This design comes from an exercise in tuning for small area and few clock cycles on the open sky130 flow, not from production work. Only simulation tests tie the RTL to the original design; equivalence was not proved. Power and IR drop assume default switching activity.

[flow/flow/run.sh]
#!/bin/bash
# Layout flow: the standard ORFS flow, with two changes.
#  - The port buffers are the smallest buffer cell.
#  - Synthesis maps the logic with an area-oriented ABC script, and without
#    the full-adder extraction and fast-adder mapping passes. It is the
#    standard synthesis script otherwise, so the flip-flops come out the same;
#    this is checked against the standard synthesis, and the standard netlist
#    is used if they differ.
# Each tool's output goes to a log file in this folder.
set -euo pipefail
W=$(pwd)
F="$W/flow"
R="$W/orfs/results/sky130hd/mec_core/base"
export BUFFER_PORTS_ARGS="-buffer_cell sky130_fd_sc_hd__buf_1"

# reference: the standard synthesis
bash standard.sh synth > std_synth.log 2>&1
cp "$R/1_2_yosys.v" std_1_2_yosys.v

# own synthesis: the standard script with the abc step's script replaced
{
  head -n 1 synth_recipe.tcl
  echo 'proc abc {args} {'
  echo '  set i [lsearch -exact $args -script]'
  echo "  if { \$i >= 0 } { lset args [expr { \$i + 1 }] $F/area.abc }"
  echo '  yosys abc {*}$args'
  echo '}'
  tail -n +2 synth_recipe.tcl
} > own_synth.tcl
sed "s#SYNTH_SCRIPT=[^ ]*synth_recipe.tcl#SYNTH_SCRIPT=$W/own_synth.tcl ADDER_MAP_FILE= SYNTH_OPERATIONS_ARGS=-noshare#" standard.sh > own_standard.sh
rm -f "$R/1_2_yosys.v" "$R/1_2_yosys.sdc" "$R/1_synth.odb" "$R/1_synth.sdc"
bash own_standard.sh synth > own_synth.log 2>&1

flops() { grep -oE '^\s*sky130_fd_sc_hd__(dfxtp|edfxtp|dfrtp|dfstp|dfbbp|sdf[a-z]*|edf[a-z]*|df[a-z]*)_[0-9]+ +[^ ]+' "$1" | sed -E 's/_[0-9]+ +/ /' | sort; }
if ! cmp -s <(flops std_1_2_yosys.v) <(flops "$R/1_2_yosys.v") || [ "$(flops std_1_2_yosys.v | wc -l)" = 0 ]; then
  echo "flip-flops differ from the standard synthesis; using the standard netlist" > own_synth_fallback.log
  rm -f "$R/1_2_yosys.v" "$R/1_2_yosys.sdc" "$R/1_synth.odb" "$R/1_synth.sdc"
  bash standard.sh synth > std_synth2.log 2>&1
fi

bash own_standard.sh > own_flow.log 2>&1
[flow/flow/area.abc]
strash
&get -n
&st
&syn3
&synch2
&put
dch -f
amap
&get -n
&st
&syn3
&synch2
&put
dch -f
amap
topo
[flow/standard.sh]
#!/bin/bash
# synth_recipe.tcl (not shown) runs the flow's synth.tcl, then flattens the netlist and writes it again
# the make line also repeats each setting of config.mk as NAME=value (left out here)
make -C /OpenROAD-flow-scripts/flow DESIGN_CONFIG=/design/flow/config.mk WORK_HOME=/design/flow/orfs CLKGATE_MAP_FILE= SYNTH_SCRIPT=/design/flow/synth_recipe.tcl "${@:-finish}"
[flow/config.mk]
export PLATFORM = sky130hd
export DESIGN_NAME = mec_core
export DESIGN_NICKNAME = mec_core
export VERILOG_FILES = /design/flow/design.v
export SDC_FILE = /design/flow/constraint.sdc
export NUM_CORES = 4
export LEC_CHECK = 0
export ABC_AREA = 1
export CAP_MARGIN = 10
export CORE_AREA = 2 2 318 318
export DIE_AREA = 0 0 320 320
export GPL_TIMING_DRIVEN = 0
export SLEW_MARGIN = 10
[flow/constraint.sdc]
create_clock -name core_clock -period 12.0 [get_ports {CLK}]
set_input_delay 2.4000 -clock core_clock [delete_from_list [all_inputs] [get_ports {CLK}]]
set_output_delay 2.4000 -clock core_clock [all_outputs]
set_load 0.01 [all_outputs]
[flow/design.v]
module mec_scan (
    input  wire [63:0] v,
    input  wire [5:0]  t,
    input  wire [2:0]  bot,
    output wire        found,
    output wire [5:0]  pos
);
    wire [63:0] diff;
    genvar i;
    generate
        for (i = 0; i < 63; i = i + 1) begin : g_d
            assign diff[i] = (v[i] ^ v[i+1]) & (t > i);
        end
    endgenerate
    assign diff[63] = 1'b0;
    wire [31:0] v1; wire [31:0] p1;
    wire [15:0] v2; wire [31:0] p2;
    wire [7:0]  v3; wire [23:0] p3;
    wire [3:0]  v4; wire [15:0] p4;
    wire [1:0]  v5; wire [9:0]  p5;
    generate
        for (i = 0; i < 32; i = i + 1) begin : g_l1
            assign v1[i] = diff[2*i+1] | diff[2*i];
            assign p1[i] = diff[2*i+1];
        end
        for (i = 0; i < 16; i = i + 1) begin : g_l2
            assign v2[i] = v1[2*i+1] | v1[2*i];
            assign p2[2*i+1:2*i] = v1[2*i+1] ? {1'b1, p1[2*i+1]} : {1'b0, p1[2*i]};
        end
        for (i = 0; i < 8; i = i + 1) begin : g_l3
            assign v3[i] = v2[2*i+1] | v2[2*i];
            assign p3[3*i+2:3*i] = v2[2*i+1] ? {1'b1, p2[4*i+3:4*i+2]} : {1'b0, p2[4*i+1:4*i]};
        end
        for (i = 0; i < 4; i = i + 1) begin : g_l4
            assign v4[i] = v3[2*i+1] | v3[2*i];
            assign p4[4*i+3:4*i] = v3[2*i+1] ? {1'b1, p3[6*i+5:6*i+3]} : {1'b0, p3[6*i+2:6*i]};
        end
        for (i = 0; i < 2; i = i + 1) begin : g_l5
            assign v5[i] = v4[2*i+1] | v4[2*i];
            assign p5[5*i+4:5*i] = v4[2*i+1] ? {1'b1, p4[8*i+7:8*i+4]} : {1'b0, p4[8*i+3:8*i]};
        end
    endgenerate
    assign pos   = v5[1] ? {1'b1, p5[9:5]} : {1'b0, p5[4:0]};
    assign found = (v5[1] | v5[0]) & (pos[5:3] >= bot);
endmodule
module mec_core (
    input  wire        CLK,
    input  wire        RST,
    input  wire        CMD_VALID,
    output wire        CMD_READY,
    input  wire [15:0] CMD,
    input  wire [63:0] A_VAL,
    input  wire [6:0]  A_LEN,
    input  wire [63:0] B_VAL,
    input  wire [6:0]  B_LEN,
    input  wire [31:0] S0,
    input  wire [31:0] S1,
    input  wire [63:0] BIN,
    output wire [63:0] R_VAL,
    output wire [6:0]  R_LEN,
    output wire [63:0] Q_VAL,
    output wire [6:0]  Q_LEN,
    output wire [31:0] R_SCL,
    output wire [63:0] BOUT,
    output wire [31:0] STATUS
);
    localparam [3:0] OP_ENC   = 4'h1, OP_CLEN  = 4'h2, OP_DEC   = 4'h3,
                     OP_LEAD  = 4'h4, OP_EQ    = 4'h5, OP_CAT   = 4'h6,
                     OP_SPLIT = 4'h7, OP_ALIGN = 4'h8, OP_WRITE = 4'h9,
                     OP_READ  = 4'hA;
    localparam [2:0] C_OK = 3'd0, C_MALFORMED = 3'd1, C_NOSPACE = 3'd2,
                     C_CONTRACT = 3'd3, C_REJECTED = 3'd4;
    localparam [3:0] M_NO_MARKER = 4'd1, M_OVERRUN = 4'd2,
                     M_EMPTY_SOURCE = 4'd3, M_ZERO_COUNT = 4'd4;
    localparam [3:0] X_BAD_OPCODE = 4'd1, X_RESERVED_BITS = 4'd2,
                     X_BAD_LENGTH = 4'd3, X_ENC_RANGE = 4'd4,
                     X_BAD_WINDOW = 4'd5, X_NOT_A_CODE = 4'd6,
                     X_EMPTY_CODEWORD = 4'd7, X_CAT_OVERFLOW = 4'd8;
    genvar gi;
    reg        busy;
    reg        fault;
    reg [3:0]  fcause;
    reg [2:0]  code;
    reg [3:0]  cause;
    reg [63:0] d_n;         
    reg [6:0]  r_len;
    reg [6:0]  q_len;
    reg        m_wr;        
    reg        m_scl;       
    reg [3:0]  n_scl;       
    reg [3:0]  l_op;
    reg [2:0]  l_ecode;     
    reg [3:0]  l_ecause;
    reg [63:0] l_x;
    reg [6:0]  l_len;       
    reg [6:0]  l_p;         
    reg        l_eql;       
    reg [6:0]  rd_used;
    assign CMD_READY = ~busy;
    assign STATUS    = {16'd0, fcause, 2'b00, busy, fault, cause, 1'b0, code};
    function [63:0] tmask;      
        input [6:0] n;
        integer j;
        begin
            for (j = 0; j < 64; j = j + 1)
                tmask[j] = (n > j);
        end
    endfunction
    function [63:0] brev;
        input [63:0] x;
        integer j;
        begin
            for (j = 0; j < 64; j = j + 1)
                brev[j] = x[63 - j];
        end
    endfunction
    function [3:0] ceil8;
        input [6:0] n;
        begin
            ceil8 = n[6:3] + {3'd0, |n[2:0]};
        end
    endfunction
    wire [3:0] op_in = CMD[3:0];
    wire i_enc   = (op_in == OP_ENC);
    wire i_clen  = (op_in == OP_CLEN);
    wire i_lead  = (op_in == OP_LEAD);
    wire i_eq    = (op_in == OP_EQ);
    wire i_cat   = (op_in == OP_CAT);
    wire i_write = (op_in == OP_WRITE);
    wire i_read  = (op_in == OP_READ);
    wire [32:0] enc_u = {1'b0, S0} + 33'd2;
    reg  [32:0] enc_hib;        
    integer ek;
    always @* begin
        enc_hib[32] = 1'b1;
        for (ek = 31; ek >= 0; ek = ek - 1)
            enc_hib[ek] = enc_hib[ek + 1] & ~enc_u[ek + 1];
    end
    wire [63:0] enc_code = {{31{CMD[4]}}, enc_u ^ ({33{CMD[4]}} & enc_hib)};
    reg [2:0] e_code;
    reg [3:0] e_cause;
    always @* begin
        e_code  = C_OK;
        e_cause = 4'd0;
        if (fault) begin
            e_code = C_REJECTED;
        end else if (op_in == 4'h0 || op_in > OP_READ) begin
            e_code = C_CONTRACT; e_cause = X_BAD_OPCODE;
        end else if (CMD[15:5] != 11'd0 || (!i_enc && CMD[4])) begin
            e_code = C_CONTRACT; e_cause = X_RESERVED_BITS;
        end else if (!i_enc && !i_read && A_LEN > 7'd64) begin
            e_code = C_CONTRACT; e_cause = X_BAD_LENGTH;
        end else if ((i_eq || i_cat) && B_LEN > 7'd64) begin
            e_code = C_CONTRACT; e_cause = X_BAD_LENGTH;
        end else if (i_enc && enc_u[32]) begin
            e_code = C_CONTRACT; e_cause = X_ENC_RANGE;
        end else if (i_clen && S0 > 32'd64) begin
            e_code = C_CONTRACT; e_cause = X_BAD_WINDOW;
        end else if (i_lead && A_LEN == 7'd0) begin
            e_code = C_CONTRACT; e_cause = X_EMPTY_CODEWORD;
        end else if (i_cat && ({1'b0, A_LEN} + {1'b0, B_LEN} > 8'd64)) begin
            e_code = C_CONTRACT; e_cause = X_CAT_OVERFLOW;
        end else if (i_write && {28'd0, ceil8(A_LEN)} > S0) begin
            e_code = C_NOSPACE;
        end else if (i_read && S0 == 32'd0) begin
            e_code = C_MALFORMED; e_cause = M_EMPTY_SOURCE;
        end else if (i_read && S1 == 32'd0) begin
            e_code = C_MALFORMED; e_cause = M_ZERO_COUNT;
        end
    end
    wire [6:0]  top_n   = i_cat ? B_LEN : 7'd64 - A_LEN;
    wire [63:0] top_m   = brev(tmask(top_n));
    wire [63:0] b_rev   = brev(B_VAL);
    reg  [63:0] x_in;
    integer xi;
    always @* begin
        for (xi = 0; xi < 64; xi = xi + 1) begin
            if (i_read)
                x_in[xi] = BIN[63 - xi];
            else if (i_enc)
                x_in[xi] = enc_code[xi];
            else if (top_m[xi])
                x_in[xi] = b_rev[xi] & i_cat;
            else if (i_eq)
                x_in[xi] = A_VAL[xi] ^ B_VAL[xi];
            else
                x_in[xi] = A_VAL[xi];
        end
    end
    wire [3:0] rd_n_in  = (S0 > 32'd8) ? 4'd8 : S0[3:0];
    wire [6:0] clen_t   = (S0[6:0] == 7'd0) ? 7'd0 : S0[6:0] - 7'd1;
    wire [6:0] alen_t   = (A_LEN == 7'd0) ? 7'd0 : A_LEN - 7'd1;
    wire [2:0] pad_in   = 3'd0 - A_LEN[2:0];
    reg  [6:0] len_in;
    reg  [6:0] p_in;
    always @* begin
        len_in = A_LEN;
        p_in   = alen_t;
        case (op_in)
        OP_ENC:   begin p_in = 7'd0; end
        OP_CLEN:  begin p_in = clen_t; end
        OP_LEAD:  begin p_in = 7'd64 - A_LEN; end
        OP_EQ:    begin p_in = 7'd63; end
        OP_CAT:   begin len_in = A_LEN + B_LEN;               p_in = B_LEN; end
        OP_SPLIT: begin len_in = 7'd64; end
        OP_ALIGN: begin len_in = A_LEN + {4'd0, pad_in};      p_in = {4'd0, pad_in}; end
        OP_WRITE: begin len_in = {3'd0, ceil8(A_LEN)};        p_in = 7'd64 - A_LEN; end
        OP_READ:  begin len_in = {rd_n_in, 3'b000};
                        p_in = (S1 > 32'd31) ? 7'd31 : {2'b00, S1[4:0]}; end
        default: ;
        endcase
    end
    always @(posedge CLK) begin
        if (!busy) begin
            l_op     <= op_in;
            l_ecode  <= e_code;
            l_ecause <= e_cause;
            l_x      <= x_in;
            l_len    <= len_in;
        end
        l_p      <= busy ? l_p - 7'd1 : p_in;
        l_eql    <= (A_LEN == B_LEN);
    end
    wire o_enc   = (l_op == OP_ENC);
    wire o_clen  = (l_op == OP_CLEN);
    wire o_dec   = (l_op == OP_DEC);
    wire o_lead  = (l_op == OP_LEAD);
    wire o_eq    = (l_op == OP_EQ);
    wire o_cat   = (l_op == OP_CAT);
    wire o_split = (l_op == OP_SPLIT);
    wire o_align = (l_op == OP_ALIGN);
    wire o_write = (l_op == OP_WRITE);
    wire o_read  = (l_op == OP_READ);
    wire [5:0] sc_t  = o_read ? ~rd_used[5:0] : (l_p[5:0] | {6{o_enc}});
    wire [2:0] sc_bot = o_read ? (3'd0 - l_len[5:3]) : 3'd0;
    wire       sc_f;
    wire [5:0] sc_pos;
    mec_scan u_scan (.v(l_x), .t(sc_t), .bot(sc_bot), .found(sc_f), .pos(sc_pos));
    wire       found = sc_f & ~(o_read & rd_used[6]);
    wire [5:0] run   = sc_t - sc_pos;
    wire [6:0] clen  = {run, 1'b1};
    wire [6:0] c_end = {1'b1, sc_t} - {sc_pos, 1'b0};
    wire       c_ovr = c_end > l_len;    
    wire       rd_last = (l_p == 7'd1);
    wire [6:0] s7 = (o_split | o_read) ? c_end : (l_p & {7{~(o_enc | o_eq)}});
    wire [63:0] rt0 = s7[0] ? {l_x[62:0], l_x[63]}    : l_x;
    wire [63:0] rt1 = s7[1] ? {rt0[61:0], rt0[63:62]} : rt0;
    wire [63:0] rt2 = s7[2] ? {rt1[59:0], rt1[63:60]} : rt1;
    wire [63:0] rt3 = s7[3] ? {rt2[55:0], rt2[63:56]} : rt2;
    wire [63:0] rt4 = s7[4] ? {rt3[47:0], rt3[63:48]} : rt3;
    wire [63:0] rot = s7[5] ? {rt4[31:0], rt4[63:32]} : rt4;
    wire [63:0] s_m  = tmask(s7);
    wire [63:0] x_rv = brev(l_x);
    wire [63:0] d_rot;
    generate
        for (gi = 0; gi < 64; gi = gi + 1) begin : g_fill
            wire fill = s_m[gi] ? o_cat : o_split;
            assign d_rot[gi] = fill ? x_rv[gi] : rot[gi];
        end
    endgenerate
    wire [4:0]  dk      = l_p[5:1];
    wire [31:0] dk_m    = tmask({2'b00, dk}) >> 0;       
    reg  [31:0] dec_val;
    reg         dec_or;                                   
    integer di;
    always @* begin
        dec_val[0] = l_x[0];
        dec_or     = 1'b0;
        for (di = 1; di < 32; di = di + 1) begin
            if (dk_m[di])
                dec_val[di] = ~(l_x[di] ^ dec_or);
            else
                dec_val[di] = dk_m[di - 1] & dec_or;
            dec_or = dec_or | l_x[di];
        end
    end
    wire eq_res = l_eql & ~found & ~l_x[63];
    reg [63:0] d_next;
    always @* begin
        d_next = d_rot;
        if (o_dec)
            d_next[31:0] = dec_val;
        else if (o_clen)
            d_next[31:0] = {25'd0, clen};
        else if (o_lead)
            d_next[31:0] = {31'd0, rot[63]};
        else if (o_eq)
            d_next[31:0] = {31'd0, eq_res};
    end
    reg        done;
    reg [2:0]  n_code;
    reg [3:0]  n_cause;
    always @* begin
        done    = 1'b1;
        n_code  = l_ecode;
        n_cause = l_ecause;
        if (l_ecode == C_OK) begin
            if (o_clen) begin
                if (!found) begin n_code = C_MALFORMED; n_cause = M_NO_MARKER; end
            end else if (o_dec) begin
                if (!(found && c_end == 7'd64)) begin n_code = C_CONTRACT; n_cause = X_NOT_A_CODE; end
            end else if (o_split) begin
                if (!found) begin n_code = C_MALFORMED; n_cause = M_NO_MARKER; end
                else if (c_ovr) begin n_code = C_MALFORMED; n_cause = M_OVERRUN; end
            end else if (o_read) begin
                if (!found) begin n_code = C_MALFORMED; n_cause = M_NO_MARKER; end
                else if (c_ovr) begin n_code = C_MALFORMED; n_cause = M_OVERRUN; end
                else done = rd_last;
            end
        end
    end
    wire ok = (n_code == C_OK);
    reg [6:0] n_rlen;
    always @* begin
        case (l_op)
        OP_ENC:   n_rlen = {sc_pos, 1'b1};
        OP_CAT, OP_ALIGN: n_rlen = l_len;
        OP_SPLIT: n_rlen = clen;
        OP_READ:  n_rlen = c_end;
        default:  n_rlen = 7'd0;
        endcase
    end
    always @(posedge CLK) begin
        if (!busy)
            rd_used <= 7'd0;
        else
            rd_used <= c_end;
    end
    always @(posedge CLK) begin
        if (busy && done)
            d_n <= ~d_next;
    end
    always @(posedge CLK) begin
        if (RST) begin
            busy   <= 1'b0;
            fault  <= 1'b0;
            fcause <= 4'd0;
            code   <= C_OK;
            cause  <= 4'd0;
            r_len  <= 7'd0;
            q_len  <= 7'd0;
            m_wr   <= 1'b0;
            m_scl  <= 1'b0;
            n_scl  <= 4'd0;
        end else if (!busy) begin
            if (CMD_VALID)
                busy <= 1'b1;
        end else if (done) begin
            busy   <= 1'b0;
            code   <= n_code;
            cause  <= n_cause;
            r_len  <= ok ? n_rlen : 7'd0;
            q_len  <= (ok && o_split) ? 7'd64 - c_end : 7'd0;
            m_wr   <= ok && o_write;
            m_scl  <= ok && (o_clen || o_dec || o_lead || o_eq);
            n_scl  <= !ok ? 4'd0 : o_read ? ceil8(c_end) : o_write ? l_len[3:0] : 4'd0;
            if (n_code == C_CONTRACT) begin
                fault  <= 1'b1;
                fcause <= n_cause;
            end
        end
    end
    wire [63:0] d    = ~d_n;
    wire [63:0] d_rv = brev(d);
    wire [63:0] r_m  = tmask(r_len);
    assign R_VAL = d    & r_m;
    assign Q_VAL = d_rv & ~brev(r_m) & {64{|q_len}};
    assign BOUT  = d_rv & {64{m_wr}};
    assign R_LEN = r_len;
    assign Q_LEN = q_len;
    assign R_SCL = (d[31:0] & {32{m_scl}}) | {28'd0, n_scl};
endmodule
==> impl_metrics.py, run 1 <==
metrics = {
    "finish": {
        "fin_nets": 4194,
        "multi_input_area_um2": 14800,
        "syn_to_final_growth_pct": 25.3,
        "regArea_um2": 5350,
        "fin_util_pct": 27.0,
        "design_area_um2": 26700,
        "drive_above_1_share_pct": 3.88,
        "fillers": 11100,
    },
    "synthesis": {
        "avgSynthCellArea_um2": 6.48,
        "ys_top_cells_by_count": "819 x nor2_1, 421 x o22ai_1, 346 x clkinv_1",
        "syn-cell-area_um2": 21300,
        "yosys.area.top_type": "edfxtp_1",
        "netlist_instances": 3284,
        "yosysTopAreaCellShare_pct": 20.6,
        "yosysSeqAreaShare_pct": 25.1,
        "yosys_warnings": 1,
        "synthArstFlopShare_pct": 0,
        "synth_edf_count": 146,
        "synth_flop_cell": "edfxtp_1",
        "yosysMostFrequentCell": "nor2_1",
        "synth.area.top_cells": "edfxtp_1 21%, nor2_1 14%, o22ai_1 12%",
        "ys_types": 55,
        "synth-seq-cells": 194,
    },
    "min_path": {
        "hp-class": "register to register",
        "hp-start": "code[1]$_SDFFE_PP0P_",
    },
    "sta": {
        "worst_pin_slew_ns": 1.30,
        "min_period_ns": 11.50,
        "finalHoldViolations": 0,
        "timing.slew.headroom_pct": 13.1,
        "setup_ws_ns": 0.499,
        "fmax_mhz": 86.9,
        "rsz0062_at_grt": "no",
        "tns_ns": 0,
        "hold_slack_ns": 0.470,
        "setup_viol": 0,
        "skew_ns": 0.0267,
        "drv_slew": 0,
        "period_share_pct": 95.8,
    },
    "critical_path": {
        "reg2reg_from": "l_op[0]$_DFFE_PN_",
        "crit_start": "l_op[0]$_DFFE_PN_",
        "critPathSlowestCell": "edfxtp_1",
        "crit_top_cell": "clkinv_1",
        "cp_max_fo": 34,
        "worstSetupPathType": "register to register",
        "crit_arrival_ns": 11.70,
        "end_kind": "register",
        "start_kind": "register",
        "cp.required_ns": 12.20,
        "max_stage_delay_ns": 0.67,
    },
    "floorplan": {
        "io_pins": 560,
        "initial_utilization_pct": 21.6,
        "core-area_um2": 98700,
        "die_y_um": 320,
        "die_area_um2": 102000,
        "rows": 115,
        "die_x_um": 320,
    },
    "routing": {
        "vias": 30200,
        "via_per_inst": 5.80,
        "detail-route-antenna-nets": 0,
        "wirelength_um": 141000,
        "drtPass1Iterations": 8,
        "drtIter0Drc": 4202,
        "drc": 0,
        "wl_per_cell_um": 27.0,
    },
    "cts": {
        "cts_max_level": 4,
        "clock_path_buffers": 2,
        "clock-sinks": 194,
        "root_buffer": "clkbuf_16",
        "numCtsBuffers": 17,
        "path_clk_slew_ns": 0.09,
        "clock_latency_ns": 0.51,
        "cts_tree": "done",
    },
    "grt": {
        "antenna_found_initial": 9,
        "grt_usage_pct": 26.1,
        "grt_pass1_vias": 26700,
        "grt_pass1_wl_um": 196000,
        "overflow": 0,
        "grt_max_degree": 98,
    },
    "pwr": {
        "powerDensity_nw_per_um2": 173,
        "vdd_ir_drop_max_uv": 110,
        "p_leak_uw": 0.00790,
    },
    "placed_design": {
        "place_area_um2": 25900,
        "place_worst_setup_slack_ns": -2.44,
        "routabilityCongestion": 1.02,
        "io_buffers": 540,
        "hpwl_um": 112000,
    },
    "flow_run": {
        "cap_viol_max_count": 0,
    },
    "run_status": {
        "outcome": "complete, no violations",
    },
}
## layout by cell type (no fill, tap or decap), types with 7 or more instances in the layout
cell / instances
a31oi_1: 51
nand4_1: 7
o32ai_1: 9
or3_1: 14
a2111oi_0: 25
o21ai_0: 281
buf_16: 9
a22oi_1: 27
or4_1: 7
nor2b_1: 37
o22ai_1: 414
a222oi_1: 13
a21oi_1: 244
o22a_1: 44
clkinv_2: 12
o31ai_1: 18
nor4_1: 24
buf_4: 30
a311oi_1: 35
nand2_1: 213
o211ai_1: 12
dfxtp_1: 47
a221oi_1: 9
o221ai_1: 44
edfxtp_1: 146
clkinv_1: 327
conb_1: 19
nor2_1: 807
o21a_1: 18
o221a_1: 9
a211oi_1: 70
clkbuf_16: 17
o32a_1: 16
buf_1: 538
or2_0: 21
a32oi_1: 10
nand3_1: 14
buf_12: 18
nor3_1: 147
## report_power, final
group	switching (uW)	internal, uW	total (uW)
clock network	319	301	620
logic	1990	888	2880
registers	242	882	1120
## routing by layer
layer	vias up	global-route usage, %	share of wire [%]
li1	13800	-	-
met1	14200	34.1	41
met2	1937	42.0	45
met3	265	4.37	8.9
met4	8	11.9	4.8
met5	-	0	0.039
## final cells by class
class | instances | area share (%)
antenna | 3 | 0.0282
buffer | 21 | 0.591
clock buffer | 18 | 1.61
clock inverter | 14 | 0.709
inverter | 346 | 5.00
multi-input combinational | 2742 | 55.5
sequential | 194 | 20.1
tap | 1287 | 6.04
timing repair buffer | 583 | 10.4
## repair_timing
action                                  CTS  global route
endpoints found under the setup margin  161            80
gates cloned                              1             0
hold buffers                              0             0
resized for setup                        13            16
buffers inserted                          0             5
hold endpoints to repair                  0             0
pin swaps                                 1             2
## kinds of logic (layout without fill, tap and decap cells)
family	count (synthesis)	in the layout	synth area share, %
other	1	22	0.0176
buffers and inverters	367	982	6.85
flip-flops	194	194	25.1
AO/OA/AOI/OAI	1400	1401	42.1
AND/OR/NAND/NOR	1322	1322	25.9
## final timing paths
| path | end | slack, ns | cells past startpoint |
|---|---|---|---|
| setup / recovery | d_n[22]$_DFFE_PP_ | 0.50 | 33 |
| hold / removal | code[1]$_SDFFE_PP0P_ | 0.47 | 2 |
| setup reg to reg | d_n[22]$_DFFE_PP_ | 0.50 | 33 |
| hold reg to reg | code[1]$_SDFFE_PP0P_ | 0.47 | 2 |
## registers in the layout, summed over array words and instances (netlist names)
register and count:
rd_used 7, l_ecode 3, code 3, busy 1
l_p 7, m_wr 1, r_len 7, cause 4
l_op 4, l_ecause 4, l_len 7, n_scl 4
d_n 64, q_len 7, m_scl 1, fault 1
l_eql 1, fcause 4, l_x 64
## worst max-delay path, delay by kind of cell (launching register included)
kind / cells / cell delay [ns]
simple gates: 12 / 3.85
flops: 1 / 0.67
buf+inv: 11 / 3.31
compound gates: 10 / 3.28
## through the flow
stage	total power [uW]	cells
detailed placement	3860	5167
global placement	3770	5129
floorplan	2690	3302
global route	4820	5207
CTS	4510	5200
finish	4620	5208
Testbench counts, summed over its fixed seeds: cycles 25,591.
==> run 2, diff against run 1 <==
--- a/flow/config.mk
+++ b/flow/config.mk
@@ -11,3 +11,4 @@
 export DIE_AREA = 0 0 320 320
 export GPL_TIMING_DRIVEN = 0
+export PLACE_DENSITY = 0.75
 export SLEW_MARGIN = 10
==> impl_metrics.py, run 2 <==
metrics = {
    "finish": {
        "drive_above_1_share_pct": 3.96,
        "multi_input_area_um2": 14900,
        "layout_common_cells": "804 x nor2_1, 538 x buf_1, 414 x o22ai_1, 329 x clkinv_1, 280 x o21ai_0",
        "final_common_cell": "nor2_1",
        "fillers": 11000,
        "fin_nets": 4194,
        "regArea_um2": 5350,
        "biggestRegsByFlops": "d_n (64), l_x (64)",
        "syn_to_final_growth_pct": 25.3,
    },
    "cts": {
        "numCtsBuffers": 17,
        "cts_max_level": 4,
        "path_clk_slew_ns": 0.08,
        "clock-sinks": 194,
        "root_buffer": "clkbuf_16",
        "clock_path_buffers": 2,
        "cts_tree": "done",
        "clock_latency_ns": 0.52,
        "cts_hold_buf": 0,
    },
    "synthesis": {
        "yosys.area.top_type": "edfxtp_1",
        "synth_flop_cell": "edfxtp_1",
        "ys_top_cells_by_count": "819 x nor2_1, 421 x o22ai_1, 346 x clkinv_1",
        "ys_types": 55,
        "yosysMostFrequentCell": "nor2_1",
        "yosysTopAreaCellShare_pct": 20.6,
        "netlist_instances": 3284,
        "yosysSeqAreaShare_pct": 25.1,
        "yosys_warnings": 1,
        "synth_edf_count": 146,
        "avgSynthCellArea_um2": 6.48,
        "syn-cell-area_um2": 21300,
        "synthArstFlopShare_pct": 0,
        "synth-seq-cells": 194,
        "synth.area.top_cells": "edfxtp_1 21%, nor2_1 14%, o22ai_1 12%",
    },
    "grt": {
        "grt_pass1_vias": 26800,
        "grtUsageMet3_pct": 6.50,
        "grtUsageMet1_pct": 33.4,
        "grt_max_degree": 98,
        "antenna_found_initial": 14,
        "grt_pass1_wl_um": 194000,
        "use_met2_pct": 40.3,
        "busiest_layer": "met2",
        "overflow": 0,
        "grt_usage_pct": 25.9,
    },
    "routing": {
        "wl_per_cell_um": 26.9,
        "vias": 30800,
        "detail-route-antenna-nets": 0,
        "drtIter0Drc": 4596,
        "via_per_inst": 5.91,
        "drtPass1Iterations": 10,
        "wirelength_um": 140000,
        "drc": 0,
    },
    "critical_path": {
        "worstSetupPathType": "register to register",
        "cp_max_fo": 17,
        "start_kind": "register",
        "max_stage_delay_ns": 0.75,
        "end_kind": "register",
        "crit_top_cell": "clkinv_1",
        "crit_arrival_ns": 11.91,
        "cp.required_ns": 12.35,
        "critPathSlowestCell": "o21ai_1",
    },
    "sta": {
        "timing.slew.headroom_pct": 14.1,
        "worst_pin_slew_ns": 1.27,
        "setup_viol": 0,
        "tns_ns": 0,
        "rsz0062_at_grt": "no",
        "finalHoldViolations": 0,
        "period_share_pct": 96.3,
        "min_period_ns": 11.56,
        "drv_slew": 0,
        "skew_ns": 0.0382,
        "setup_ws_ns": 0.444,
        "fmax_mhz": 86.5,
    },
    "min_path": {
        "hp-class": "register to register",
    },
    "pwr": {
        "p_leak_uw": 0.00788,
        "powerDensity_nw_per_um2": 173,
        "vdd_ir_drop_max_uv": 113,
    },
    "floorplan": {
        "initial_utilization_pct": 21.6,
        "io_pins": 560,
        "core-area_um2": 98700,
        "die_y_um": 320,
        "die_area_um2": 102000,
        "rows": 115,
        "die_x_um": 320,
    },
    "placed_design": {
        "routabilityCongestion": 1.04,
        "io_buffers": 540,
        "hpwl_um": 110000,
        "place_worst_setup_slack_ns": -2.36,
    },
    "run_status": {
        "outcome": "complete, no violations",
    },
    "flow_run": {
        "cap_viol_max_count": 0,
    },
}
run 2: changes by cell type in the layout (fill, tap and decap cells not counted), moves of 3 or more:
cell     change
inv_6        +3
nor2_2       +5
diode_2      +5
buf_16       -3
nor2_1       -3
run 2: area by class of cell:
cell class / instances / share of cell area, %
multi-input combinational: 2743 / 55.7
clock buffer: 18 / 1.61
buffer: 21 / 0.592
sequential: 194 / 20.1
antenna: 8 / 0.0751
tap: 1287 / 6.04
timing repair buffer: 582 / 10.3
inverter: 346 / 5.02
clock inverter: 14 / 0.582
run 2: final timing paths:
kind | startpoint | to | slack (ns) | depth (start not counted)
hold reg to reg | code[2]$_SDFFE_PP0P_ | code[2]$_SDFFE_PP0P_ | 0.48 | 1
setup / recovery | l_op[0]$_DFFE_PN_ | d_n[6]$_DFFE_PP_ | 0.44 | 35
setup reg to reg | l_op[0]$_DFFE_PN_ | d_n[6]$_DFFE_PP_ | 0.44 | 35
hold / removal | code[2]$_SDFFE_PP0P_ | code[2]$_SDFFE_PP0P_ | 0.48 | 1
run 2: layer usage:
metal | up-vias | wire length (um)
li1 | 13800 | -
met1 | 14300 | 56300
met2 | 2211 | 60800
met3 | 420 | 15100
met4 | 18 | 7940
met5 | - | 109
run 2: report_power, final:
| part | switching, uW | total [uW] | internal, uW |
|---|---|---|---|
| Sequential | 239 | 1120 | 883 |
| Clock | 322 | 602 | 279 |
| Combinational | 2000 | 2880 | 883 |
run 2: what timing repair did:
action | 4_1_cts | 5_1_grt
pin swaps | 1 | 2
gates cloned | 1 | 1
buffers inserted | 0 | 3
resized for setup | 16 | 20
endpoints found under the setup margin | 161 | 93
run 2: through the flow:
stage	utilization, %	instances	hold WS, ns	cell area (um2)	power, uW
6_report	27.0	5213	0.484	26700	4610
3_5_place_dp	26.2	5167	0.468	25900	3820
3_3_place_gp	25.3	5129	0.462	25000	3740
4_1_cts	26.9	5200	0.487	26500	4450
5_1_grt	27.0	5207	0.498	26600	4800
2_1_floorplan	-	3302	0.431	21400	2690
run 2: cells by family (layout without fill, tap and decap cells):
| group | count (synthesis) | in the layout | synth area share, % |
|---|---|---|---|
| simple gates | 1322 | 1323 | 25.9 |
| other cells | 1 | 27 | 0.0176 |
| flops | 194 | 194 | 25.1 |
| buf+inv | 367 | 981 | 6.85 |
| compound gates | 1400 | 1401 | 42.1 |
run 2: worst max-delay path, delay by kind of cell, from the launching register on:
| kind | cells | cell delay, ns |
|---|---|---|
| buffers and inverters | 8 | 2.59 |
| and+or+nand+nor | 14 | 4.00 |
| AOI/OAI and AO/OA | 13 | 4.14 |
| DFF | 1 | 0.61 |
==> run 3, diff against run 2 <==
--- a/flow/config.mk
+++ b/flow/config.mk
@@ -10,5 +10,4 @@
 export CORE_AREA = 2 2 318 318
 export DIE_AREA = 0 0 320 320
-export GPL_TIMING_DRIVEN = 0
 export PLACE_DENSITY = 0.75
 export SLEW_MARGIN = 10
==> impl_metrics.py, run 3 <==
metrics = {
    "grt": {
        "grt_usage_pct": 26.2,
        "grt_pass1_vias": 27400,
        "antenna_found_initial": 15,
        "grt_pass1_wl_um": 196000,
        "overflow": 0,
        "grt_max_degree": 98,
    },
    "min_path": {
        "hp-class": "register to register",
        "hold_depth": 2,
        "hp-start": "code[1]$_SDFFE_PP0P_",
        "holdPathEnd": "code[1]$_SDFFE_PP0P_",
    },
    "cts": {
        "clock_path_buffers": 2,
        "cts_max_level": 4,
        "root_buffer": "clkbuf_16",
        "clock_latency_ns": 0.51,
        "clock-sinks": 194,
        "cts_tree": "done",
        "post-cts-setup-buffers": 0,
        "numCtsBuffers": 17,
        "path_clk_slew_ns": 0.09,
        "cts_hold_buf": 0,
    },
    "run_status": {
        "outcome": "complete, no violations",
    },
    "synthesis": {
        "yosysSeqAreaShare_pct": 25.1,
        "synth-seq-cells": 194,
        "netlist_instances": 3284,
        "synth.area.top_cells": "edfxtp_1 21%, nor2_1 14%, o22ai_1 12%",
        "synth_edf_count": 146,
        "ys_types": 55,
        "yosysMostFrequentCell": "nor2_1",
        "ys_top_cells_by_count": "819 x nor2_1, 421 x o22ai_1, 346 x clkinv_1",
        "synth_flop_cell": "edfxtp_1",
        "yosys.area.top_type": "edfxtp_1",
        "avgSynthCellArea_um2": 6.48,
        "yosys_warnings": 1,
        "synthArstFlopShare_pct": 0,
        "yosysTopAreaCellShare_pct": 20.6,
        "syn-cell-area_um2": 21300,
    },
    "finish": {
        "fillers": 11200,
        "drive_above_1_share_pct": 4.81,
        "layoutNonFillerInstCount": 5289,
        "fin_nets": 4267,
        "biggestRegsByFlops": "d_n (64), l_x (64)",
        "syn_to_final_growth_pct": 25.5,
        "layout_common_cells": "814 x nor2_1, 540 x buf_1, 414 x o22ai_1, 343 x clkinv_1, 286 x o21ai_0",
        "fin_util_pct": 27.1,
        "final_common_cell": "nor2_1",
    },
    "pwr": {
        "vdd_ir_drop_max_uv": 98.5,
        "power.switching_uw": 2530,
        "power_uw": 4690,
        "swShare_pct": 53.9,
        "clkPwrFrac_pct": 13.4,
        "p_int_uw": 2160,
        "p_leak_uw": 0.00806,
        "share_comb_of_total_power_pct": 63.2,
        "pwr-share-seq_pct": 23.4,
        "powerDensity_nw_per_um2": 176,
    },
    "critical_path": {
        "crit_arrival_ns": 10.85,
        "start_kind": "primary input",
        "crit_start": "S0[1]",
        "reg2reg_from": "l_op[0]$_DFFE_PN_",
        "end_kind": "register",
        "regToRegSetupSlack_ns": 1.79,
        "worstSetupPathType": "primary input to register",
        "r2r_cells": 32,
        "cp_max_fo": 8,
        "r2r_end": "d_n[22]$_DFFE_PP_",
        "max_stage_delay_ns": 0.36,
        "cp.required_ns": 12.33,
        "critPathSlowestCell": "nor3_1",
        "crit_top_cell": "nand2_1",
    },
    "routing": {
        "drtPass1Iterations": 7,
        "wirelength_um": 140000,
        "drtIter0Drc": 4444,
        "drc": 0,
        "vias": 30900,
        "wl_per_cell_um": 26.5,
        "via_per_inst": 5.85,
        "detail-route-antenna-nets": 0,
    },
    "sta": {
        "setup_ws_ns": 1.48,
        "period_share_pct": 87.6,
        "rsz0062_at_grt": "no",
        "drv_slew": 0,
        "tns_ns": 0,
        "finalHoldViolations": 0,
        "min_period_ns": 10.52,
        "setup_viol": 0,
        "fmax_mhz": 95.1,
        "worst_pin_slew_ns": 1.20,
        "timing.slew.headroom_pct": 17.9,
        "skew_ns": 0.0180,
    },
    "flow_run": {
        "cap_viol_max_count": 0,
    },
    "floorplan": {
        "io_pins": 560,
        "core-area_um2": 98700,
        "die_x_um": 320,
        "initial_utilization_pct": 21.6,
        "die_area_um2": 102000,
        "die_y_um": 320,
        "rows": 115,
    },
    "placed_design": {
        "hpwl_um": 111000,
        "routabilityCongestion": 1.05,
        "io_buffers": 540,
        "place_worst_setup_slack_ns": 0.946,
        "dp.cells": 5246,
    },
}
-- run 3: area by class of cell --
class | count | area, um2 | share of cell area, %
clock buffer | 17 | 425 | 1.59
tap | 1287 | 1610 | 6.03
antenna | 11 | 27.5 | 0.103
timing repair buffer | 678 | 3100 | 11.6
multi-input combinational | 2741 | 14700 | 55.0
inverter | 346 | 1300 | 4.87
clock inverter | 15 | 208 | 0.778
sequential | 194 | 5350 | 20.0
-- run 3: power by group through the flow --
| stage | Combinational (uW) | Clock (uW) | Sequential [uW] |
|---|---|---|---|
| final | 2960 | 630 | 1100 |
| after global routing | 3150 | 676 | 1100 |
| after CTS | 2850 | 658 | 1080 |
| after detailed placement | 2840 | 0 | 1100 |
| after global placement | 2850 | 0 | 1090 |
| after floorplan | 1710 | 0 | 980 |
-- run 3: timing repair --
item | CTS | global route
gates resized for setup | 0 | 1
endpoints found under the setup margin | 0 | 1
endpoints found under the hold margin | 0 | 0
-- run 3: cells by family after synthesis --
logic type	synth area share [%]
AO/OA/AOI/OAI	42.1
buffers and inverters	6.85
flip-flops	25.1
other	0.0176
AND/OR/NAND/NOR	25.9
-- run 3: worst max-delay path, delay by kind of cell --
kind                   cells  cell delay [ns]
AND/OR/NAND/NOR           30             5.52
AO/OA/AOI/OAI              6             1.42
buffers and inverters     10             1.49
-- run 3: per-stage QoR --
stage                     hold slack (ns)  cell area, um2
after floorplan                     0.431           21400
after global placement              0.444           26000
after detailed placement            0.451           26000
after CTS                           0.474           26700
after global routing                0.487           26700
final                               0.467           26700
-- run 3: metal layers --
layer | GRT usage [%] | routed length, um | vias to the layer above
li1 | - | - | 14000
met1 | 33.8 | 55800 | 14400
met2 | 41.5 | 62100 | 2224
met3 | 5.44 | 15100 | 325
met4 | 12.8 | 7320 | 4
met5 | 0 | 27 | -
-- run 3: worst max path at each step --
stage / endpoint / slack [ns] / cells past startpoint
2_1_floorplan: fcause[1]$_SDFFE_PP0P_ / 0.24 / 34
3_3_place_gp: l_x[2]$_DFFE_PN_ / 0.93 / 46
3_5_place_dp: l_x[2]$_DFFE_PN_ / 0.95 / 46
4_1_cts: l_x[2]$_DFFE_PN_ / 1.48 / 46
5_1_grt: l_x[2]$_DFFE_PN_ / 0.20 / 46
6_report: l_x[2]$_DFFE_PN_ / 1.48 / 46
==> run 4, diff against run 3 <==
--- a/flow/config.mk
+++ b/flow/config.mk
@@ -8,6 +8,6 @@
 export ABC_AREA = 1
 export CAP_MARGIN = 10
-export CORE_AREA = 2 2 318 318
-export DIE_AREA = 0 0 320 320
-export PLACE_DENSITY = 0.75
+export CORE_MARGIN = 2
+export CORE_UTILIZATION = 30
+export GPL_TIMING_DRIVEN = 0
 export SLEW_MARGIN = 10
==> impl_metrics.py, run 4 <==
metrics = {
    "grt": {
        "overflow": 0,
        "antenna_found_initial": 5,
        "grt_pass1_vias": 26900,
        "grt_pass1_wl_um": 183000,
        "grt_usage_pct": 33.7,
        "grt_max_degree": 89,
    },
    "synthesis": {
        "ys_top_cells_by_count": "819 x nor2_1, 421 x o22ai_1, 346 x clkinv_1",
        "yosysTopAreaCellShare_pct": 20.6,
        "avgSynthCellArea_um2": 6.48,
        "yosys.area.top_type": "edfxtp_1",
        "yosysMostFrequentCell": "nor2_1",
        "synth_edf_count": 146,
        "syn-cell-area_um2": 21300,
        "synth_flop_cell": "edfxtp_1",
        "ys_types": 55,
        "synthArstFlopShare_pct": 0,
        "yosysSeqAreaShare_pct": 25.1,
        "synth.area.top_cells": "edfxtp_1 21%, nor2_1 14%, o22ai_1 12%",
        "yosys_warnings": 1,
        "netlist_instances": 3284,
        "synth-seq-cells": 194,
    },
    "cts": {
        "cts_tree": "done",
        "root_buffer": "clkbuf_16",
        "clock_latency_ns": 0.54,
        "clock_path_buffers": 2,
        "clock-sinks": 194,
        "numCtsBuffers": 17,
        "cts_max_level": 4,
        "path_clk_slew_ns": 0.09,
    },
    "pwr": {
        "swShare_pct": 54.8,
        "powerDensity_nw_per_um2": 174,
        "p_leak_uw": 0.00790,
        "clkPwrFrac_pct": 13.5,
        "power.switching_uw": 2500,
        "pwr-share-seq_pct": 24.7,
        "p_int_uw": 2060,
        "share_comb_of_total_power_pct": 61.8,
        "vdd_ir_drop_max_uv": 120,
    },
    "sta": {
        "min_period_ns": 11.51,
        "fmax_mhz": 86.9,
        "period_share_pct": 95.9,
        "setup_ws_ns": 0.489,
        "finalHoldViolations": 0,
        "skew_ns": 0.0384,
        "worst_pin_slew_ns": 1.43,
        "timing.slew.headroom_pct": 4.54,
        "drv_slew": 0,
        "setup_viol": 0,
    },
    "finish": {
        "biggestRegsByFlops": "d_n (64), l_x (64)",
        "design_area_um2": 26200,
        "final_common_cell": "nor2_1",
        "layout_common_cells": "808 x nor2_1, 540 x buf_1, 414 x o22ai_1, 333 x clkinv_1, 282 x o21ai_0",
        "fin_nets": 4191,
        "syn_to_final_growth_pct": 23.2,
        "drive_above_1_share_pct": 3.52,
    },
    "flow_run": {
        "cap_viol_max_count": 0,
    },
    "placed_design": {
        "hpwl_um": 102000,
        "io_buffers": 540,
        "place_worst_setup_slack_ns": -1.44,
        "routabilityCongestion": 1.04,
        "place_area_um2": 25500,
    },
    "critical_path": {
        "worstSetupPathType": "register to register",
        "cp.required_ns": 12.28,
        "critPathSlowestCell": "o21ai_1",
        "crit_top_cell": "nor2_1",
        "crit_arrival_ns": 11.79,
        "start_kind": "register",
        "path_buf_inv": 8,
        "cp_max_fo": 35,
        "max_stage_delay_ns": 0.68,
        "cp_top_family": "compound AO/OA/AOI/OAI gates",
        "end_kind": "register",
    },
    "routing": {
        "drc": 0,
        "drtPass1Iterations": 9,
        "wirelength_um": 129000,
        "detail-route-antenna-nets": 0,
        "drtIter0Drc": 3945,
        "via_per_inst": 6.21,
        "wl_per_cell_um": 26.5,
        "vias": 30200,
    },
    "floorplan": {
        "core-area_um2": 70100,
        "die_y_um": 270,
        "io_pins": 560,
        "initial_utilization_pct": 30.3,
        "die_x_um": 270,
        "die_area_um2": 73100,
        "rows": 97,
    },
    "run_status": {
        "outcome": "complete, no violations",
    },
    "min_path": {
        "hp-class": "register to register",
    },
}
[run 4: metal layers]
layer / vias to the layer above / part of all wire (%) / routed length [um] / GRT usage [%]
met4: 0 / 6.2 / 7990 / 18.2
met5: - / 0 / 0 / 0
met1: 13900 / 39 / 50500 / 42.3
li1: 13800 / - / - / -
met3: 356 / 11 / 13600 / 7.76
met2: 2107 / 44 / 56800 / 53.5
[run 4: power by group through the flow]
stage / sequential [uW] / combinational [uW] / clock [uW]
2_1_floorplan: 980 / 1710 / 0
3_3_place_gp: 1130 / 2580 / 0
3_5_place_dp: 1120 / 2680 / 0
4_1_cts: 1110 / 2700 / 626
5_1_grt: 1120 / 2990 / 651
6_report: 1130 / 2820 / 617
[run 4: tightest hold or removal path: stages (launching register included)]
cell and delay (ns):
dfxtp_1 0.33, nand2_1 0.05, o21ai_0 0.06
[run 4: cells by family (layout without fill, tap and decap cells)]
kind of cell,after synthesis,in the layout,synth area share (%)
flip-flops,194,194,25.1
buffers and inverters,367,980,6.85
AND/OR/NAND/NOR,1322,1322,25.9
AO/OA/AOI/OAI,1400,1400,42.1
other,1,21,0.0176
[run 4: path summary, 6_finish.rpt]
| path | from | endpoint | slack (ns) | cells past startpoint |
|---|---|---|---|---|
| worst max-delay path | l_op[0]$_DFFE_PN_ | d_n[61]$_DFFE_PP_ | 0.49 | 35 |
| worst min-delay path | code[1]$_SDFFE_PP0P_ | code[1]$_SDFFE_PP0P_ | 0.46 | 2 |
| worst max register to register | l_op[0]$_DFFE_PN_ | d_n[61]$_DFFE_PP_ | 0.49 | 35 |
| worst min register to register | code[1]$_SDFFE_PP0P_ | code[1]$_SDFFE_PP0P_ | 0.46 | 2 |
[run 4: timing repair]
action	CTS	global route
resized for setup	9	8
pin swaps	0	1
gates cloned	0	0
hold buffers	0	0
endpoints found under the setup margin	122	84
buffers inserted	0	2
[run 4: through the flow]
| stage | total power (uW) | setup TNS [ns] | std cells | hold WS (ns) | utilization [%] |
|---|---|---|---|---|---|
| after floorplan | 2690 | 0 | 3302 | 0.431 | - |
| after global placement | 3710 | -952.01 | 4782 | 0.440 | 35.0 |
| after detailed placement | 3800 | -61.51 | 4820 | 0.446 | 36.3 |
| after CTS | 4430 | 0 | 4852 | 0.466 | 37.3 |
| after global routing | 4760 | -0.00602 | 4856 | 0.489 | 37.4 |
| final | 4570 | 0 | 4857 | 0.463 | 37.4 |
[run 4: final cells by class]
type	count	area [um2]
Tap cell	940	1180
Antenna cell	2	5.00
Buffer	21	158
Multi-Input combinational cell	2741	14800
Clock buffer	19	453
Inverter	346	1320
Sequential cell	194	5350
Timing Repair Buffer	581	2840
Clock inverter	13	154
Fill cell	7747	43900
==> run 5, diff against run 4 <==
--- a/flow/config.mk
+++ b/flow/config.mk
@@ -8,6 +8,5 @@
 export ABC_AREA = 1
 export CAP_MARGIN = 10
-export CORE_MARGIN = 2
-export CORE_UTILIZATION = 30
-export GPL_TIMING_DRIVEN = 0
+export CORE_AREA = 2 2 283 283
+export DIE_AREA = 0 0 285 285
 export SLEW_MARGIN = 10
==> impl_metrics.py, run 5 <==
metrics = {
    "sta": {
        "tns_ns": 0,
        "worst_pin_slew_ns": 1.13,
        "setup_viol": 0,
        "setup_ws_ns": 1.48,
        "drv_slew": 0,
        "timing.slew.headroom_pct": 24.4,
        "finalHoldViolations": 0,
        "min_period_ns": 10.52,
        "skew_ns": 0.0339,
        "period_share_pct": 87.7,
        "rsz0062_at_grt": "no",
        "fmax_mhz": 95.1,
    },
    "pwr": {
        "power_uw": 4770,
        "vdd_ir_drop_max_uv": 158,
        "pwr-share-seq_pct": 22.8,
        "p_leak_uw": 0.00826,
        "clkPwrFrac_pct": 12.4,
        "p_int_uw": 2230,
        "share_comb_of_total_power_pct": 64.8,
        "power.switching_uw": 2540,
        "swShare_pct": 53.3,
        "powerDensity_nw_per_um2": 178,
    },
    "cts": {
        "cts_tree": "done",
        "clock_path_buffers": 2,
        "cts_resized": 0,
        "numCtsBuffers": 17,
        "cts_max_level": 4,
        "clock_latency_ns": 0.52,
        "root_buffer": "clkbuf_16",
        "cts_hold_buf": 0,
        "clock-sinks": 194,
        "path_clk_slew_ns": 0.09,
        "post-cts-setup-buffers": 0,
    },
    "floorplan": {
        "io_pins": 560,
        "die_area_um2": 81200,
        "die_x_um": 285,
        "rows": 103,
        "core-area_um2": 78600,
        "die_y_um": 285,
        "initial_utilization_pct": 27.1,
    },
    "grt": {
        "antenna_found_initial": 3,
        "overflow": 0,
        "grt_pass1_vias": 27500,
        "grt_max_degree": 78,
        "grt_usage_pct": 31.7,
        "grt_pass1_wl_um": 190000,
    },
    "placed_design": {
        "place_worst_setup_slack_ns": 1.06,
        "routabilityCongestion": 1.07,
        "dp.cells": 5049,
        "io_buffers": 540,
        "hpwl_um": 107000,
    },
    "routing": {
        "drtPass1Iterations": 7,
        "wl_per_cell_um": 26.5,
        "via_per_inst": 6.04,
        "wirelength_um": 135000,
        "drc": 0,
        "drtIter0Drc": 3866,
        "detail-route-antenna-nets": 0,
        "vias": 30700,
    },
    "synthesis": {
        "synthSimpleGateAreaFrac_pct": 25.9,
        "synthXorXnorAreaFrac_pct": 0,
        "synth_flop_cell": "edfxtp_1",
        "synthArstFlopShare_pct": 0,
        "yosys.area.top_type": "edfxtp_1",
        "ys_top_cells_by_count": "819 x nor2_1, 421 x o22ai_1, 346 x clkinv_1",
        "synthMuxAreaShare_pct": 0,
        "yosysMostFrequentCell": "nor2_1",
        "syn-cell-area_um2": 21300,
        "yosysTopAreaCellShare_pct": 20.6,
        "synth-compound-area-share_pct": 42.1,
        "yosys_warnings": 1,
        "synth.area.top_cells": "edfxtp_1 21%, nor2_1 14%, o22ai_1 12%",
        "synth-seq-cells": 194,
        "synthAdderAreaFrac_pct": 0,
        "synth_top_family_by_area": "compound AO/OA/AOI/OAI gates",
        "ys_types": 55,
        "netlist_instances": 3284,
        "yosysSeqAreaShare_pct": 25.1,
        "synth_edf_count": 146,
        "avgSynthCellArea_um2": 6.48,
    },
    "finish": {
        "biggestRegsByFlops": "d_n (64), l_x (64)",
        "final_common_cell": "nor2_1",
        "drive_above_1_share_pct": 5.71,
        "syn_to_final_growth_pct": 25.6,
        "fillers": 8787,
        "layout_common_cells": "812 x nor2_1, 540 x buf_1, 414 x o22ai_1, 343 x clkinv_1, 286 x o21ai_0",
        "fin_nets": 4307,
        "layoutNonFillerInstCount": 5083,
    },
    "min_path": {
        "hp-class": "register to register",
    },
    "critical_path": {
        "cp_max_fo": 8,
        "crit_top_cell": "nand2_1",
        "crit_arrival_ns": 10.83,
        "critPathSlowestCell": "nor3_1",
        "cp.required_ns": 12.31,
        "worstSetupPathType": "primary input to register",
        "max_stage_delay_ns": 0.43,
        "end_kind": "register",
        "start_kind": "primary input",
    },
    "run_status": {
        "outcome": "complete, no violations",
    },
    "flow_run": {
        "cap_viol_max_count": 0,
    },
}
==> run 5: cell counts after synthesis <==
No cell type changed its count.
==> run 5: routing by layer <==
| metal | vias up | part of all wire, % | global-route usage [%] |
|---|---|---|---|
| met5 | - | 0.023 | 0 |
| li1 | 14000 | - | - |
| met3 | 349 | 9.8 | 5.77 |
| met4 | 4 | 6.3 | 17.7 |
| met1 | 14300 | 40 | 40.4 |
| met2 | 2004 | 44 | 50.6 |
==> run 5: worst paths after layout <==
path | startpoint | to | slack (ns) | depth (start not counted)
worst max-delay path | S0[1] | l_x[2]$_DFFE_PN_ | 1.48 | 47
worst min-delay path | m_wr$_SDFFE_PP0P_ | m_wr$_SDFFE_PP0P_ | 0.47 | 2
worst max register to register | l_op[0]$_DFFE_PN_ | n_scl[0]$_SDFFE_PP0P_ | 2.52 | 37
worst min register to register | m_wr$_SDFFE_PP0P_ | m_wr$_SDFFE_PP0P_ | 0.47 | 2
==> run 5: metrics by stage <==
stage,hold WS [ns],util [%],cell area (um2)
after floorplan,0.431,-,21400
after global placement,0.457,33.2,26100
after detailed placement,0.460,33.2,26100
after CTS,0.474,34.0,26700
after global routing,0.493,34.0,26700
final,0.471,34.0,26700
==> run 5: cell type report <==
| type | count | area, um2 | share of cell area [%] |
|---|---|---|---|
| Multi-Input combinational cell | 2741 | 14700 | 55.0 |
| Sequential cell | 194 | 5350 | 20.0 |
| Timing Repair Buffer | 718 | 3480 | 13.0 |
| Tap cell | 1050 | 1310 | 4.92 |
| Inverter | 346 | 1300 | 4.86 |
| Clock buffer | 20 | 458 | 1.71 |
| Clock inverter | 12 | 135 | 0.506 |
| Antenna cell | 2 | 5.00 | 0.0187 |
==> run 5: critical path, delay by kind of cell <==
| kind | cells | cell delay [ns] |
|---|---|---|
| AND/OR/NAND/NOR | 30 | 5.50 |
| buffers and inverters | 11 | 1.43 |
| AO/OA/AOI/OAI | 6 | 1.46 |
==> run 5: power by group through the flow <==
| stage | registers (uW) | clock network (uW) | logic (uW) |
|---|---|---|---|
| final | 1090 | 591 | 3090 |
| after global routing | 1090 | 630 | 3270 |
| after CTS | 1080 | 610 | 2980 |
| after detailed placement | 1090 | 0 | 2960 |
| after global placement | 1090 | 0 | 2980 |
| after floorplan | 980 | 0 | 1710 |
==> run 5: logic make-up after synthesis <==
logic type	Yosys count
and+or+nand+nor	1322
other	1
AOI/OAI and AO/OA	1400
DFF	194
buffers and inverters	367
==> run 6, diff against run 5 <==
--- a/flow/config.mk
+++ b/flow/config.mk
@@ -9,4 +9,6 @@
 export CAP_MARGIN = 10
 export CORE_AREA = 2 2 283 283
+export CTS_CLUSTER_DIAMETER = 100
+export CTS_CLUSTER_SIZE = 30
 export DIE_AREA = 0 0 285 285
 export SLEW_MARGIN = 10
==> impl_metrics.py, run 6 <==
metrics = {
    "synthesis": {
        "yosysMostFrequentCell": "nor2_1",
        "ys_types": 55,
        "yosysTopAreaCellShare_pct": 20.6,
        "yosys_warnings": 1,
        "synth_edf_count": 146,
        "syn-cell-area_um2": 21300,
        "avgSynthCellArea_um2": 6.48,
        "netlist_instances": 3284,
        "synth_flop_cell": "edfxtp_1",
        "synthArstFlopShare_pct": 0,
        "yosys.area.top_type": "edfxtp_1",
        "synth.area.top_cells": "edfxtp_1 21%, nor2_1 14%, o22ai_1 12%",
        "synth-seq-cells": 194,
        "yosysSeqAreaShare_pct": 25.1,
        "ys_top_cells_by_count": "819 x nor2_1, 421 x o22ai_1, 346 x clkinv_1",
    },
    "finish": {
        "layout_common_cells": "812 x nor2_1, 540 x buf_1, 414 x o22ai_1, 343 x clkinv_1, 286 x o21ai_0",
        "syn_to_final_growth_pct": 25.6,
        "layoutNonFillerInstCount": 5083,
        "drive_above_1_share_pct": 5.71,
        "fin_nets": 4307,
        "biggestRegsByFlops": "d_n (64), l_x (64)",
        "final_common_cell": "nor2_1",
    },
    "sta": {
        "fmax_mhz": 95.1,
        "tns_ns": 0,
        "period_share_pct": 87.7,
        "hold_slack_ns": 0.471,
        "rsz0062_at_grt": "no",
        "min_period_ns": 10.52,
        "drv_slew": 0,
        "setup_viol": 0,
        "finalHoldViolations": 0,
        "worst_pin_slew_ns": 1.13,
        "skew_ns": 0.0339,
        "timing.slew.headroom_pct": 24.4,
    },
    "critical_path": {
        "reg2reg_from": "l_op[0]$_DFFE_PN_",
        "critPathSlowestCell": "nor3_1",
        "worstSetupPathType": "primary input to register",
        "cp.required_ns": 12.31,
        "crit_start": "S0[1]",
        "crit_arrival_ns": 10.83,
        "path_buf_inv": 11,
        "cp_top_family": "simple AND/OR/NAND/NOR gates",
        "end_kind": "register",
        "crit_cells": 47,
        "crit_top_cell": "nand2_1",
        "cp_max_fo": 8,
        "r2r_cells": 37,
        "max_stage_delay_ns": 0.43,
        "start_kind": "primary input",
    },
    "cts": {
        "path_clk_slew_ns": 0.09,
        "clock-sinks": 194,
        "post-cts-setup-buffers": 0,
        "cts_tree": "done",
        "clock_latency_ns": 0.52,
        "cts_resized": 0,
        "cts_hold_buf": 0,
        "numCtsBuffers": 17,
        "cts_max_level": 4,
        "clock_path_buffers": 2,
        "root_buffer": "clkbuf_16",
    },
    "pwr": {
        "p_leak_uw": 0.00826,
        "power_uw": 4770,
        "vdd_ir_drop_max_uv": 158,
        "powerDensity_nw_per_um2": 178,
    },
    "floorplan": {
        "initial_utilization_pct": 27.1,
        "io_pins": 560,
        "rows": 103,
        "die_x_um": 285,
        "die_area_um2": 81200,
        "core-area_um2": 78600,
        "die_y_um": 285,
    },
    "grt": {
        "antenna_found_initial": 3,
        "grt_usage_pct": 31.7,
        "grt_pass1_wl_um": 190000,
        "overflow": 0,
        "grt_pass1_vias": 27500,
        "grt_max_degree": 78,
    },
    "min_path": {
        "hold_depth": 2,
        "hp-class": "register to register",
        "hp-start": "m_wr$_SDFFE_PP0P_",
    },
    "routing": {
        "via_per_inst": 6.04,
        "wirelength_um": 135000,
        "wl_per_cell_um": 26.5,
        "drtIter0Drc": 3866,
        "drc": 0,
        "drtPass1Iterations": 7,
        "detail-route-antenna-nets": 0,
        "vias": 30700,
    },
    "placed_design": {
        "io_buffers": 540,
        "dp.cells": 5049,
        "routabilityCongestion": 1.07,
        "hpwl_um": 107000,
    },
    "run_status": {
        "outcome": "complete, no violations",
    },
    "flow_run": {
        "cap_viol_max_count": 0,
    },
}
run 6: worst min-delay path, stage by stage, from the launching register on:
cell and delay [ns]:
dfxtp_1 0.31, inv_2 0.05, o21ai_0 0.07
run 6: stage by stage:
| stage | setup WS (ns) | util [%] | area [um2] |
|---|---|---|---|
| 2_1_floorplan | 0.241 | - | 21400 |
| 3_3_place_gp | 1.19 | 33.2 | 26100 |
| 3_5_place_dp | 1.06 | 33.2 | 26100 |
| 4_1_cts | 1.60 | 34.0 | 26700 |
| 5_1_grt | 0.192 | 34.0 | 26700 |
| 6_report | 1.48 | 34.0 | 26700 |
run 6: routing by layer:
layer	up-vias	track usage (%)	share of wire, %
met5	-	0	0.023
met3	349	5.77	9.8
li1	14000	-	-
met4	4	17.7	6.3
met2	2004	50.6	44
met1	14300	40.4	40
run 6: cell type report:
| cell class | count | area [um2] |
|---|---|---|
| inverters | 346 | 1300 |
| clock inverters | 12 | 135 |
| clock buffers | 20 | 458 |
| flip-flops and latches | 194 | 5350 |
| well taps | 1050 | 1310 |
| fillers | 8787 | 51900 |
| repair buffers | 718 | 3480 |
| multi-input cells | 2741 | 14700 |
| diodes | 2 | 5.00 |
run 6: final timing paths:
check	slack, ns	endpoint
setup / recovery	1.48	l_x[2]$_DFFE_PN_
setup reg to reg	2.52	n_scl[0]$_SDFFE_PP0P_
hold reg to reg	0.47	m_wr$_SDFFE_PP0P_
hold / removal	0.47	m_wr$_SDFFE_PP0P_
run 6: cell families (layout without fill, tap and decap cells):
| kind of cell | count (synthesis) | count (layout) | synth area share, % |
|---|---|---|---|
| AOI/OAI and AO/OA | 1400 | 1400 | 42.1 |
| buffers and inverters | 367 | 1096 | 6.85 |
| DFF | 194 | 194 | 25.1 |
| other | 1 | 21 | 0.0176 |
| and+or+nand+nor | 1322 | 1322 | 25.9 |
run 6: power breakdown:
| part | internal, uW | leakage, uW | total, uW | switching [uW] |
|---|---|---|---|---|
| combinational | 1050 | 0.00611 | 3090 | 2040 |
| clock | 290 | 0.000289 | 591 | 301 |
| sequential | 882 | 0.00186 | 1090 | 204 |
==> run 7, diff against run 6 <==
--- a/flow/config.mk
+++ b/flow/config.mk
@@ -8,7 +8,6 @@
 export ABC_AREA = 1
 export CAP_MARGIN = 10
-export CORE_AREA = 2 2 283 283
-export CTS_CLUSTER_DIAMETER = 100
-export CTS_CLUSTER_SIZE = 30
-export DIE_AREA = 0 0 285 285
+export CORE_MARGIN = 2
+export CORE_UTILIZATION = 33
+export PLACE_DENSITY = 0.55
 export SLEW_MARGIN = 10
==> impl_metrics.py, run 7 <==
metrics = {
    "run_status": {
        "outcome": "complete, no violations",
    },
    "synthesis": {
        "synthArstFlopShare_pct": 0,
        "avgSynthCellArea_um2": 6.48,
        "yosysMostFrequentCell": "nor2_1",
        "yosys_warnings": 1,
        "synth_flop_cell": "edfxtp_1",
        "synth.area.top_cells": "edfxtp_1 21%, nor2_1 14%, o22ai_1 12%",
        "netlist_instances": 3284,
        "syn-cell-area_um2": 21300,
        "yosys.area.top_type": "edfxtp_1",
        "yosysSeqAreaShare_pct": 25.1,
        "synth_edf_count": 146,
        "yosysTopAreaCellShare_pct": 20.6,
        "ys_types": 55,
        "synth-seq-cells": 194,
        "ys_top_cells_by_count": "819 x nor2_1, 421 x o22ai_1, 346 x clkinv_1",
    },
    "grt": {
        "antenna_found_initial": 6,
        "grt_usage_pct": 37.6,
        "overflow": 0,
        "grt_max_degree": 94,
        "grt_pass1_wl_um": 186000,
        "grt_pass1_vias": 27400,
    },
    "critical_path": {
        "worstSetupPathType": "primary input to register",
        "r2r_cells": 32,
        "crit_top_cell": "nand2_1",
        "crit_arrival_ns": 10.75,
        "start_kind": "primary input",
        "end_kind": "register",
        "cp.required_ns": 12.30,
        "max_stage_delay_ns": 0.39,
        "regToRegSetupSlack_ns": 2.34,
        "critPathSlowestCell": "nor3_1",
        "reg2reg_from": "l_op[0]$_DFFE_PN_",
        "cp_max_fo": 10,
        "r2r_end": "d_n[9]$_DFFE_PP_",
    },
    "cts": {
        "path_clk_slew_ns": 0.08,
        "clock-sinks": 194,
        "cts_tree": "done",
        "cts_max_level": 4,
        "cts_resized": 0,
        "post-cts-setup-buffers": 0,
        "numCtsBuffers": 17,
        "root_buffer": "clkbuf_16",
        "cts_hold_buf": 0,
        "clock_path_buffers": 2,
        "clock_latency_ns": 0.50,
    },
    "floorplan": {
        "die_x_um": 258,
        "io_pins": 560,
        "die_area_um2": 66500,
        "core-area_um2": 64100,
        "initial_utilization_pct": 33.2,
        "die_y_um": 258,
        "rows": 93,
    },
    "sta": {
        "hold_slack_ns": 0.465,
        "skew_ns": 0.0220,
        "tns_ns": 0,
        "timing.slew.headroom_pct": 9.98,
        "fmax_mhz": 95.7,
        "finalHoldViolations": 0,
        "setup_viol": 0,
        "worst_pin_slew_ns": 1.32,
        "drv_slew": 0,
        "min_period_ns": 10.45,
        "rsz0062_at_grt": "no",
        "setup_ws_ns": 1.55,
        "period_share_pct": 87.1,
    },
    "pwr": {
        "powerDensity_nw_per_um2": 181,
        "power.switching_uw": 2550,
        "pwr-share-seq_pct": 22.9,
        "swShare_pct": 52.8,
        "share_comb_of_total_power_pct": 64.6,
        "p_leak_uw": 0.00837,
        "vdd_ir_drop_max_uv": 102,
        "clkPwrFrac_pct": 12.5,
        "p_int_uw": 2280,
    },
    "finish": {
        "syn_to_final_growth_pct": 25.1,
        "fin_nets": 4331,
        "biggestRegsByFlops": "d_n (64), l_x (64)",
        "layout_common_cells": "814 x nor2_1, 540 x buf_1, 414 x o22ai_1, 342 x clkinv_1, 286 x o21ai_0",
        "drive_above_1_share_pct": 6.26,
        "design_area_um2": 26600,
        "fillers": 7025,
        "final_common_cell": "nor2_1",
    },
    "flow_run": {
        "cap_viol_max_count": 0,
    },
    "placed_design": {
        "place_worst_setup_slack_ns": 1.20,
        "routabilityCongestion": 1.08,
        "hpwl_um": 102000,
        "place_area_um2": 26000,
        "io_buffers": 540,
    },
    "routing": {
        "detail-route-antenna-nets": 0,
        "wirelength_um": 130000,
        "drc": 0,
        "drtPass1Iterations": 7,
        "via_per_inst": 6.25,
        "drtIter0Drc": 4387,
        "wl_per_cell_um": 26.5,
        "vias": 30700,
    },
    "min_path": {
        "hp-start": "code[1]$_SDFFE_PP0P_",
        "hp-class": "register to register",
        "hold_depth": 2,
        "holdPathEnd": "code[1]$_SDFFE_PP0P_",
    },
}
==> run 7: cell types whose count changed in the layout (fill, tap and decap cells not counted), sizes merged <==
cell and change:
clkinv +1, inv -1, buf +24, diode +3
==> run 7: cell families (layout without fill, tap and decap cells) <==
family	after synthesis	after routing	synth area share [%]
other cells	1	24	0.0176
buf+inv	367	1120	6.85
compound gates	1400	1400	42.1
flops	194	194	25.1
simple gates	1322	1322	25.9
==> run 7: per-stage QoR <==
| stage | total power [uW] | instances | utilization (%) |
|---|---|---|---|
| 2_1_floorplan | 2690 | 3302 | - |
| 3_3_place_gp | 4080 | 4878 | 40.6 |
| 3_5_place_dp | 4070 | 4878 | 40.6 |
| 4_1_cts | 4680 | 4910 | 41.5 |
| 5_1_grt | 5030 | 4914 | 41.5 |
| 6_report | 4830 | 4915 | 41.5 |
==> run 7: cell type report <==
| type | count | area (um2) | area share (%) |
|---|---|---|---|
| well taps | 855 | 1070 | 4.02 |
| diodes | 5 | 12.5 | 0.0470 |
| clock buffers | 20 | 467 | 1.75 |
| inverters | 346 | 1300 | 4.89 |
| clock inverters | 12 | 139 | 0.522 |
| flip-flops and latches | 194 | 5350 | 20.1 |
| repair buffers | 742 | 3610 | 13.5 |
| multi-input cells | 2741 | 14700 | 55.1 |
==> run 7: critical path, delay by kind of cell <==
family | cells | cell delay [ns]
AND/OR/NAND/NOR | 30 | 5.51
buffers and inverters | 9 | 1.41
AO/OA/AOI/OAI | 6 | 1.39
==> run 7: how the worst max path moves through the flow <==
stage,from,depth (start not counted),end,slack (ns)
floorplan,l_op[0]$_DFFE_PN_,34,fcause[1]$_SDFFE_PP0P_,0.24
detailed placement,S0[2],45,l_x[2]$_DFFE_PN_,1.20
global placement,S0[2],45,l_x[2]$_DFFE_PN_,1.37
finish,S0[2],45,l_x[2]$_DFFE_PN_,1.55
CTS,S0[2],45,l_x[2]$_DFFE_PN_,1.68
global route,S0[2],45,l_x[2]$_DFFE_PN_,0.52
==> run 7: power by group through the flow <==
stage	Sequential (uW)	Clock [uW]	Combinational, uW
after global routing	1110	631	3290
final	1110	602	3120
after detailed placement	1100	0	2970
after CTS	1090	610	2990
after global placement	1100	0	2980
after floorplan	980	0	1710
==> run 7: layer usage <==
layer | vias to the layer above | track usage [%] | wire length (um)
met5 | - | 0 | 13
met4 | 2 | 21.2 | 8610
met3 | 366 | 7.43 | 13400
li1 | 14100 | - | -
met1 | 14100 | 47.8 | 50900
met2 | 2163 | 59.6 | 57300

[re-timing with driven ports]
Ports are ideal in the flow. The routed layouts listed here were re-timed in OpenROAD.
Step 1 assumes that a clkbuf_16 drives the clock port and a buf_2 every other input.
Step 2 times the ports against the registers' clock, not the clock port: input delays grow and output delays shrink by t, the midpoint of the rising clock arrivals with the driver on.
a / b / c = ideal / step 1 / step 2; a / b = the first two.
| run | t, ns | setup WS [ns] |
|---|---|---|
| run 1 | 0.566 | 0.499 / 0.499 / 0.499 |
| run 2 | 0.567 | 0.444 / 0.444 / 0.444 |
| run 3 | 0.569 | 1.484 / 1.522 / 0.953 |
| run 4 | 0.585 | 0.489 / 0.489 / 0.489 |
| run 5 | 0.569 | 1.480 / 1.522 / 0.953 |
| run 6 | 0.569 | 1.480 / 1.522 / 0.953 |
| run 7 | 0.549 | 1.552 / 1.588 / 1.039 |
After both steps setup and hold are still met in every run listed.
